What follows belongs to an exercise in optimizing a design on an open flow for small area, a short achievable clock period and few clock cycles per item; a production flow would make more cautious choices. Where RTL was checked, it was by simulation tests only, not by an equivalence proof against the original. The clock input has no modelled driver; a real chip could not lean on it and would need a root buffer or a full tree. Power figures rest on the tool's default switching activity, not on a simulated workload.

run A:
==> flow/design.v (excerpt) <==
module sfd_rx (
    input  wire        clk,
    input  wire        rst,
    input  wire        rx_valid,
    input  wire        rx_eof,
    input  wire [7:0]  rx_byte,
    output wire        rx_ready,
    output wire        dout_valid,
    output wire [7:0]  dout_byte,
    input  wire        dout_ready,
    output wire        ctl_valid,
    output wire [15:0] ctl_seq,
    output wire [7:0]  ctl_op,
    output wire [7:0]  ctl_dest,
    output wire [7:0]  ctl_byte,
    output wire        ctl_last,
    input  wire        ctl_ready,
    output wire        tx_valid,
    output wire [7:0]  tx_byte,
    input  wire        tx_ready,
    output wire        anom_opc,
    output wire        anom_eof,
    output wire        irq
);
    localparam [7:0] MARKER       = 8'h1B;
    localparam [7:0] LIT_SENTINEL = 8'h1C;
    localparam [7:0] OP_DATA      = 8'h44;
    localparam [7:0] OP_ACK       = 8'h41;
    localparam [3:0] ST_RD = 4'd10;
    localparam [1:0] DS_NORMAL = 2'd0;
    localparam [1:0] DS_SAW1   = 2'd1;
    localparam [1:0] DS_SAW2   = 2'd2;
    function in_catalog(input [7:0] op);
        case (op)
            8'h01, 8'h02, 8'h10, 8'h11, 8'h12, 8'h13, 8'h14, 8'h15,
            8'h16, 8'h17, 8'h18, 8'h20, 8'h21, 8'h22, 8'h23,
            OP_ACK, OP_DATA: in_catalog = 1'b1;
  ...
Size in the first run: ~750 cells after synthesis, ~210 flip-flops, ~0.0088 mm^2 of cells after synthesis.
export LEC_CHECK = 0
export CAP_MARGIN = 20
export CORE_MARGIN = 2
export CORE_UTILIZATION = 60
export CTS_CLUSTER_DIAMETER = 80
export CTS_CLUSTER_SIZE = 30
export PLACE_DENSITY = 0.75
export SETUP_SLACK_MARGIN = 3.8
export SLEW_MARGIN = 20
create_clock -name core_clock -period 6.0 [get_ports {clk}]
standard.sh (not shown) runs the stock make flow with config.mk's settings and CLKGATE_MAP_FILE= SYNTH_SCRIPT=/design/flow/synth_recipe.tcl, a recipe that flattens the netlist after the stock synthesis.
==> flow/flow/run.sh <==
#!/bin/bash
set -euo pipefail
bash standard.sh \
  'CTS_ARGS=-sink_clustering_size 30 -sink_clustering_max_diameter 80 -repair_clock_nets' \
  'BUFFER_PORTS_ARGS=-buffer_cell sky130_fd_sc_hd__buf_2' \
  finish > standard.log 2>&1
Every stage of the flow completed for run A, and the final layout passed the timing, DRC and antenna checks.
Testbench counts of run A, summed over its fixed seeds: cycles 35,278, bytes 35,116.
> inputs changed (run A -> run B)
==> flow/run.sh (new file) <==
#!/bin/bash
# synth_recipe.tcl (not shown) runs the flow's synth.tcl, then flattens the netlist and writes it again
# the make line also repeats each setting of config.mk as NAME=value (left out here)
make -C /OpenROAD-flow-scripts/flow DESIGN_CONFIG=/design/flow/config.mk WORK_HOME=/design/flow/orfs CLKGATE_MAP_FILE= SYNTH_SCRIPT=/design/flow/synth_recipe.tcl finish
==> flow/config.mk <==
export PLATFORM = sky130hd
export DESIGN_NAME = sfd_rx
export DESIGN_NICKNAME = sfd_rx
export VERILOG_FILES = /design/flow/design.v
export SDC_FILE = /design/flow/constraint.sdc
export NUM_CORES = 4
export LEC_CHECK = 0
export CAP_MARGIN = 20
export CORE_MARGIN = 2
export CORE_UTILIZATION = 40
export CTS_CLUSTER_DIAMETER = 80
export CTS_CLUSTER_SIZE = 30
export PLACE_DENSITY = 0.6
export SETUP_SLACK_MARGIN = 3.6
export SLEW_MARGIN = 20
removed: flow/flow/run.sh
removed: flow/standard.sh
==> comparison <==
- Total non-filler cell area in the finished layout up 2.0% in run B wrt run A
- Destination of the critical timing path = ctl_seq[10]: run A; destination of the critical timing path = dout_valid: run B
- Measured against each other, run B and run A differ in layout buffering overhead excluding clock cells, the lower figure coming from run A.
- Compared with run A, in run B total length of routed met2 wires now sits lower; combinational share of power has increased.
- Power sits lower in run B than in run A.
- The post-synthesis to final-layout area growth of run B exceeds that of run A by 2.3 points.
Relative to run B, the following input files were edited for run C:
-- flow/config.mk --
<<< run B, line 12
export CTS_CLUSTER_SIZE = 30
export PLACE_DENSITY = 0.6
export SETUP_SLACK_MARGIN = 3.6
export SLEW_MARGIN = 20
>>> run C, line 12
export CTS_CLUSTER_SIZE = 30
export PLACE_DENSITY = 0.6
export SETUP_SLACK_MARGIN = 4.0
export SLEW_MARGIN = 20
==> comparison <==
Against run B, run C reports a delay contributed by the slowest stage of the critical path that is lower.
Between run C and run B, it is run C whose via count of the first global-routing pass is higher, by about 0.7%.
Per the comparison of run C with run B, fill cell instance count of the final layout down 2.5%; worst setup slack shows an increase of 260 ps; count of placed standard cells including taps now sits at about the same level; pre-CTS setup slack has increased.
Re post-route cell area: run B and run C aren't equal, and the higher value belongs to run C.
Run C: layout-stage area growth over the synthesis result 3.9 points above run B
Per the comparison of run C with run B, global-route wire length before repair +about 1.3%, via density per instance decreased by 0.72% relative to the old numbers.
Input changes introduced in run D (baseline for comparison: run C):
-- flow/config.mk --
<<< run C, line 12
export CTS_CLUSTER_SIZE = 30
export PLACE_DENSITY = 0.6
export SETUP_SLACK_MARGIN = 4.0
export SLEW_MARGIN = 20
>>> run D, line 12
export CTS_CLUSTER_SIZE = 30
export PLACE_DENSITY = 0.6
export SETUP_SLACK_MARGIN = 3.8
export SLEW_MARGIN = 20
- Run D: done, clean on timing, DRC and antenna
- Layout overhead on the synthesized area: run C and run D compared, higher one is run C
- Compared with run C, in run D fraction of area in clock buffers and inverters went up by 0.52 points; via count now smaller; sequential share of layout area went up; count of clock-buffer cells in the layout increased by 1 relative to the old numbers.
- In run D relative to run C, power had gone up slightly.
- As far as worst hold slack is concerned, run D and run C perform about the same.
- Compared with run C, in run D area taken by multi-input logic gates saw a decrease, shortest period the worst path allows level.

== v7 ==
Another version of the RTL of sfd_rx (not shown whole).
Size: ~210 flip-flops, about 8700 µm² of cells after synthesis.
clock: 6.0 ns
lec_check: 0
cap_margin: 20
core_margin: 2
core_utilization: 60
cts_cluster_diameter: 80
cts_cluster_size: 30
place_density: 0.75
setup_slack_margin: 3.8
slew_margin: 20
==> flow/flow/run.sh <==
#!/bin/bash
set -euo pipefail
here=$(pwd)
bash standard.sh \
  'CTS_ARGS=-clk_nets clk' \
  "PRE_CTS_TCL=$here/flow/clock_tree.tcl" \
  'BUFFER_PORTS_ARGS=-buffer_cell sky130_fd_sc_hd__buf_2' \
  finish > standard.log 2>&1
==> flow/flow/clock_tree.tcl <==
# flip-flops per leaf buffer, and the most root buffers the port drives
set ::LEAF_SIZE 20.0
set ::ROOTS 4

proc bisect {pts np} {
  if {$np <= 1} { return [list $pts] }
  set xs {}; set ys {}
  foreach p $pts { lappend xs [lindex $p 0]; lappend ys [lindex $p 1] }
  set xs [lsort -real $xs]; set ys [lsort -real $ys]
  set dx [expr {[lindex $xs end] - [lindex $xs 0]}]
  set dy [expr {[lindex $ys end] - [lindex $ys 0]}]
  set ix [expr {$dx >= $dy ? 0 : 1}]
  set srt [lsort -real -index $ix $pts]
  set nl [expr {$np / 2}]
  set cut [expr {int(round([llength $pts] * double($nl) / $np))}]
  return [concat [bisect [lrange $srt 0 [expr {$cut - 1}]] $nl] \
                 [bisect [lrange $srt $cut end] [expr {$np - $nl}]]]
}

proc centroid {grp} {
  set sx 0.0; set sy 0.0
  foreach p $grp { set sx [expr {$sx + [lindex $p 0]}]; set sy [expr {$sy + [lindex $p 1]}] }
  set m [llength $grp]
  return [list [expr {$sx / $m}] [expr {$sy / $m}]]
}

set block [ord::get_db_block]
set clknet [$block findNet clk]
set sinks [$clknet getITerms]
set n [llength $sinks]
set K [expr {max(1, int(ceil($n / $::LEAF_SIZE)))}]
set R [expr {min($::ROOTS, $K)}]
puts "manual clock tree: $n sinks, $K leaf buffers, $R root buffers"

set pts {}
set i 0
foreach it $sinks {
  set b [[$it getInst] getBBox]
  lappend pts [list [expr {([$b xMin] + [$b xMax]) / 2.0}] [expr {([$b yMin] + [$b yMax]) / 2.0}] $i]
  incr i
}
set leaves [bisect $pts $K]
set lpts {}
set k 0
foreach g $leaves { lappend lpts [concat [centroid $g] $k]; incr k }
set roots [bisect $lpts $R]

set master [[ord::get_db] findMaster sky130_fd_sc_hd__clkbuf_16]
set rootnets {}
set r 0
foreach rg $roots {
  set ri [odb::dbInst_create $block $master clkbuf_root_$r]
  set rn [odb::dbNet_create $block clknet_root_$r]
  $rn setSigType CLOCK
  set c [centroid $rg]
  $ri setLocation [expr {int([lindex $c 0])}] [expr {int([lindex $c 1])}]
  $ri setPlacementStatus PLACED
  [$ri findITerm A] connect $clknet
  [$ri findITerm X] connect $rn
  foreach lp $rg {
    set k [lindex $lp 2]
    set g [lindex $leaves $k]
    set bi [odb::dbInst_create $block $master clkbuf_leaf_$k]
    set net [odb::dbNet_create $block clknet_leaf_$k]
    $net setSigType CLOCK
    $bi setLocation [expr {int([lindex $lp 0])}] [expr {int([lindex $lp 1])}]
    $bi setPlacementStatus PLACED
    [$bi findITerm A] connect $rn
    [$bi findITerm X] connect $net
    foreach p $g {
      set it [lindex $sinks [lindex $p 2]]
      $it disconnect
      $it connect $net
    }
    puts "leaf $k (root $r): [llength $g] flip-flops"
  }
  incr r
}
set_propagated_clock [all_clocks]
Testbench counts of v7, summed over its fixed seeds: cycles 35,278, bytes 35,116.
What v9 does differently from v7 at the input level:
- PLACE_DENSITY changed from 0.75 to 0.8
- CTS_CLUSTER_SIZE removed (was 30)
- CTS_CLUSTER_DIAMETER removed (was 80)
- CORE_UTILIZATION changed from 60 to 70
-- flow/flow/run.sh --
<<< v7, line 5
  'CTS_ARGS=-clk_nets clk' \
>>> v9, line 5
-- flow/flow/clock_tree.tcl --
<<< v7, line 80
>>> v9, line 80

rename clock_tree_synthesis orfs_clock_tree_synthesis
proc clock_tree_synthesis {args} {
  puts "clock_tree_synthesis skipped: the clock tree was built by clock_tree.tcl"
}
[summary]
As far as flip-flop and latch count goes, v9 and v7 are indistinguishable; the numbers are identical. Compared to v7, v9 has sequential share of layout area 1.9 points higher. v9 vs v7, switching part of the total power went down by 0.81 points. v9 vs. v7: clock network fraction of total power has decreased; met3 demand-to-capacity share in global routing lost 0.80 points; final area moved down; shortest clock period the worst path allows after layout shrank by 0.15 ns; final global-route overflow total level.
The clock cells of v9 come from the design's own scripts or RTL, not from TritonCTS.

sfd_rx, a different RTL version from the one above (not shown whole).
For scale: ~740 cells after synthesis, roughly 210 flip-flops, roughly 79 I/O pins, roughly 8600 sq um of cells after synthesis.
clock: 6.0 ns
lec_check: 0
cap_margin: 20
core_margin: 2
core_utilization: 40
place_density: 0.6
setup_slack_margin: 4.3
slew_margin: 20
run.sh (not shown) runs the stock make flow with config.mk's settings and CLKGATE_MAP_FILE= SYNTH_SCRIPT=/design/flow/synth_recipe.tcl, a recipe that flattens the netlist after the stock synthesis.
Stock flow here: none of the scripts above is used.
Testbench counts at the start, summed over its fixed seeds: cycles 35,278, bytes 35,116.
Rerun with:
CORE_UTILIZATION = 70   (was 40)
CTS_CLUSTER_DIAMETER = 80   (was not set)
CTS_CLUSTER_SIZE = 30   (was not set)
PLACE_DENSITY = 0.8   (was 0.6)
SETUP_SLACK_MARGIN = 3.8   (was 4.3)
- die area came out lower by about 40%
- register-to-register slack degrades by 0.02 ns
- design area drops by 16%
- non-clock buffer count is lower by 67
- cell count is lower by 19%
- power is lower by about 20%
- via count falls by 4.7%
Rerun with:
CORE_UTILIZATION = 40   (was 70)
CTS_CLUSTER_DIAMETER = not set   (was 80)
CTS_CLUSTER_SIZE = not set   (was 30)
PLACE_DENSITY = 0.6   (was 0.8)
SETUP_SLACK_MARGIN = 3.5   (was 3.8)
Result:
- core utilization drops by 32 points
- total power climbs by 27%
- setup slack loses 0.19 ns
Rerun with:
CORE_UTILIZATION = 60   (was 40)
CTS_CLUSTER_DIAMETER = 80   (was not set)
CTS_CLUSTER_SIZE = 30   (was not set)
PLACE_DENSITY = 0.75   (was 0.6)
SETUP_SLACK_MARGIN = 3.8   (was 3.5)
Outcome:
- combinational power rises by about 6%
- utilization goes up by 22 points
- register-to-register slack is better by 0.12 ns
- flip-flop and latch count is unchanged
- final cell count fell by 7.9%
- total power falls by 21%

Another version of the RTL of sfd_rx (not shown whole).
For scale: roughly 770 cells after synthesis, about 190 flip-flops, ~79 I/O pins, roughly 0.0088 mm^2 of cells after synthesis.
Settings: LEC_CHECK=0, CAP_MARGIN=20, CORE_MARGIN=2, CORE_UTILIZATION=40, PLACE_DENSITY=0.6, SETUP_SLACK_MARGIN=3.5, SLEW_MARGIN=20; clock period 6.0 ns.
Then changed:
Settings changed: ABC_CLOCK_PERIOD_IN_PS set to 2500.
Worst setup slack stays the same.
Cell area does not change.
Sequential power barely changes.
Via count stays the same.
Register-to-register slack hardly moves.
No run of this note included a check of the RTL's function; only the layout flow was run.

build 48:
RTL: one of the versions met above, not the one the previous note started from.
Size: about 210 flip-flops, ~8600 sq um of cells after synthesis.
// sfd_rx
module sfd_rx (
    input  wire        clk,
    input  wire        rst,
    input  wire        rx_valid,
    input  wire        rx_eof,
    input  wire [7:0]  rx_byte,
    output wire        rx_ready,
    output wire        dout_valid,
    output wire [7:0]  dout_byte,
    input  wire        dout_ready,
    output wire        ctl_valid,
    output wire [15:0] ctl_seq,
    output wire [7:0]  ctl_op,
    output wire [7:0]  ctl_dest,
    output wire [7:0]  ctl_byte,
    output wire        ctl_last,
    input  wire        ctl_ready,
    output wire        tx_valid,
    output wire [7:0]  tx_byte,
    input  wire        tx_ready,
    output wire        anom_opc,
    output wire        anom_eof,
    output wire        irq
);
    localparam [7:0] MARKER       = 8'h1B;
    localparam [7:0] LIT_SENTINEL = 8'h1C;
    localparam [7:0] OP_DATA      = 8'h44;
    localparam [7:0] OP_ACK       = 8'h41;
    localparam [3:0] ST_RD = 4'd10;
    localparam [1:0] DS_NORMAL = 2'd0;
    localparam [1:0] DS_SAW1   = 2'd1;
    localparam [1:0] DS_SAW2   = 2'd2;
    function in_catalog(input [7:0] op);
        case (op)
            8'h01, 8'h02, 8'h10, 8'h11, 8'h12, 8'h13, 8'h14, 8'h15,
            8'h16, 8'h17, 8'h18, 8'h20, 8'h21, 8'h22, 8'h23,
            OP_ACK, OP_DATA: in_catalog = 1'b1;
            default:         in_catalog = 1'b0;
        endcase
    endfunction
    reg         rdy;             
    reg         ok_r;            
    reg         sv;              
    reg  [7:0]  sb;
    reg         sb_mk;           
    reg         sb_s;            
    reg         sb_z;            
    reg         sb_1;            
    reg         rx_live;
    reg         opc_flag;
    reg         eof_flag;
    reg         irq_r;
    reg  [3:0]  st;
    reg         in_rd;           
    reg         in_rp;           
    reg         p_last;          
    reg         p_pre;           
    reg  [15:0] hdr_seq;
    reg  [7:0]  hdr_op;
    reg  [7:0]  hdr_dest;
    reg  [15:0] hdr_len;
    reg         hi_z;            
    reg         op_bad;          
    reg         is_data;         
    reg  [15:0] rem;             
  ...
export LEC_CHECK = 0
export CAP_MARGIN = 20
export CORE_MARGIN = 2
export CORE_UTILIZATION = 60
export CTS_CLUSTER_DIAMETER = 80
export CTS_CLUSTER_SIZE = 30
export PLACE_DENSITY = 0.75
export SETUP_SLACK_MARGIN = 4.0
export SLEW_MARGIN = 20
create_clock -name core_clock -period 6.0 [get_ports {clk}]
Build 48: flow completed, timing, DRC and antenna clean
Testbench counts of build 48, summed over its fixed seeds: cycles 35,278, bytes 35,116.
Input-level comparison between build 91 and build 48:
# build 48
export LEC_CHECK = 0
export CAP_MARGIN = 20
export CORE_MARGIN = 2
export CORE_UTILIZATION = 60
export CTS_CLUSTER_DIAMETER = 80
export CTS_CLUSTER_SIZE = 30
export PLACE_DENSITY = 0.75
export SETUP_SLACK_MARGIN = 4.0
export SLEW_MARGIN = 20
create_clock -name core_clock -period 6.0 [get_ports {clk}]
# build 91
export LEC_CHECK = 0
export CAP_MARGIN = 20
export CORE_MARGIN = 2
export CORE_UTILIZATION = 60
export CTS_CLUSTER_DIAMETER = 80
export CTS_CLUSTER_SIZE = 30
export PLACE_DENSITY = 0.75
export SETUP_SLACK_MARGIN = 3.7
export SLEW_MARGIN = 20
create_clock -name core_clock -period 6.0 [get_ports {clk}]
Results
Build 91 ended up with a lower design area than build 48 did. From build 48 to build 91 the numbers moved as follows: routability-driven placement congestion ratio went down by about 3%, wire length saw a decrease.
The following lists how build 13 was set up differently from build 91:
# build 91
export LEC_CHECK = 0
export CAP_MARGIN = 20
export CORE_MARGIN = 2
export CORE_UTILIZATION = 60
export CTS_CLUSTER_DIAMETER = 80
export CTS_CLUSTER_SIZE = 30
export PLACE_DENSITY = 0.75
export SETUP_SLACK_MARGIN = 3.7
export SLEW_MARGIN = 20
create_clock -name core_clock -period 6.0 [get_ports {clk}]
# build 13
export LEC_CHECK = 0
export CAP_MARGIN = 20
export CORE_MARGIN = 2
export CORE_UTILIZATION = 40
export PLACE_DENSITY = 0.6
export SETUP_SLACK_MARGIN = 4.0
export SLEW_MARGIN = 20
create_clock -name core_clock -period 6.0 [get_ports {clk}]
Results
- Build 91 completed end to end with timing, DRC and antenna clean.
- The final layout from build 13, which completed every stage, passed the timing, DRC and antenna checks at the end of the flow.
- [diff] die area, build 13 relative to build 91: regression
- In build 13, sequential portion of the cell area is lower than in build 91.
- Routability-driven placement congestion ratio sits lower in build 13 than in build 91.
- Compared with build 91, in build 13 starting DRC count in detailed routing dropped about 20%; minimum clock period after layout went down by 0.020 ns; area used by multi-input combinational logic rose about 4.4%; setup slack on the worst flop-to-flop path grew by 0.05 ns.
Relative to build 13, the following input files were edited for build 95:
# build 13
export LEC_CHECK = 0
export CAP_MARGIN = 20
export CORE_MARGIN = 2
export CORE_UTILIZATION = 40
export PLACE_DENSITY = 0.6
export SETUP_SLACK_MARGIN = 4.0
export SLEW_MARGIN = 20
create_clock -name core_clock -period 6.0 [get_ports {clk}]
# build 95
export LEC_CHECK = 0
export CAP_MARGIN = 20
export CORE_MARGIN = 2
export CORE_UTILIZATION = 40
export CTS_CLUSTER_DIAMETER = 80
export CTS_CLUSTER_SIZE = 30
export PLACE_DENSITY = 0.6
export SETUP_SLACK_MARGIN = 3.8
export SLEW_MARGIN = 20
create_clock -name core_clock -period 6.0 [get_ports {clk}]
Notes after the runs:
The largest incremental delay on the critical path was comparable across build 95 and build 13. In the tables for build 95 and build 13, vias after detailed routing reads higher with build 13. Run comparison: build 13 source of the critical timing path hdr_seq[14]; build 95 source of the critical timing path hdr_seq[7]. Build 95 against build 13: area taken by flip-flops and latches has remained practically unchanged, total power has decreased. Setup WNS build 13 -> build 95: better.

==> separate check: timing with driven ports <==
How much do the figures lean on ideal ports? The routed layouts below were timed once more, with nothing changed but the port constraints.
Step 1: set_driving_cell puts a clkbuf_16 on clk and a buf_2 on each other input, an assumption about the parent block.
Step 2 also shifts input and output timing later by t, the mid clock arrival at the registers, as if the neighbouring blocks saw the same clock.
Three values: ideal, step 1, step 2; two values: the first two.
run	t (ns)	setup WS [ns]	worst hold slack (ns)
run A	0.476	3.760 / 3.717 / 3.528	0.411 / 0.411 / 0.411
run B	0.520	3.467 / 3.422 / 3.228	0.417 / 0.417 / 0.417
run C	0.519	3.723 / 3.676 / 3.551	0.430 / 0.430 / 0.430
run D	0.516	3.721 / 3.676 / 3.393	0.429 / 0.429 / 0.429
v7	0.583	3.673 / 3.628 / 3.285	0.423 / 0.423 / 0.423
v9	0.370	3.825 / 3.733 / 3.546	0.422 / 0.422 / 0.422
the first run of note 3	0.557	3.699 / 3.653 / 3.587	0.417 / 0.417 / 0.417
the second run of note 3	0.492	3.740 / 3.703 / 3.263	0.409 / 0.409 / 0.409
the third run of note 3	0.540	3.546 / 3.524 / 3.029	0.416 / 0.416 / 0.416
the fourth run of note 3	0.497	3.743 / 3.702 / 3.340	0.418 / 0.418 / 0.418
the first run of note 4	0.480	2.522 / 2.522 / 2.353	0.426 / 0.426 / 0.426
the second run of note 4	0.480	2.522 / 2.522 / 2.353	0.426 / 0.426 / 0.426
build 48	0.494	3.723 / 3.683 / 3.525	0.429 / 0.429 / 0.429
build 91	0.494	3.706 / 3.663 / 3.308	0.429 / 0.429 / 0.429
build 13	0.540	3.725 / 3.679 / 3.470	0.415 / 0.415 / 0.415
build 95	0.517	3.731 / 3.689 / 3.361	0.427 / 0.427 / 0.427
After both steps setup and hold are still met in every run listed. For the third run of note 3, which loses most, drivers alone change the setup slack by -0.022 ns; drivers and shift together by -0.517 ns.
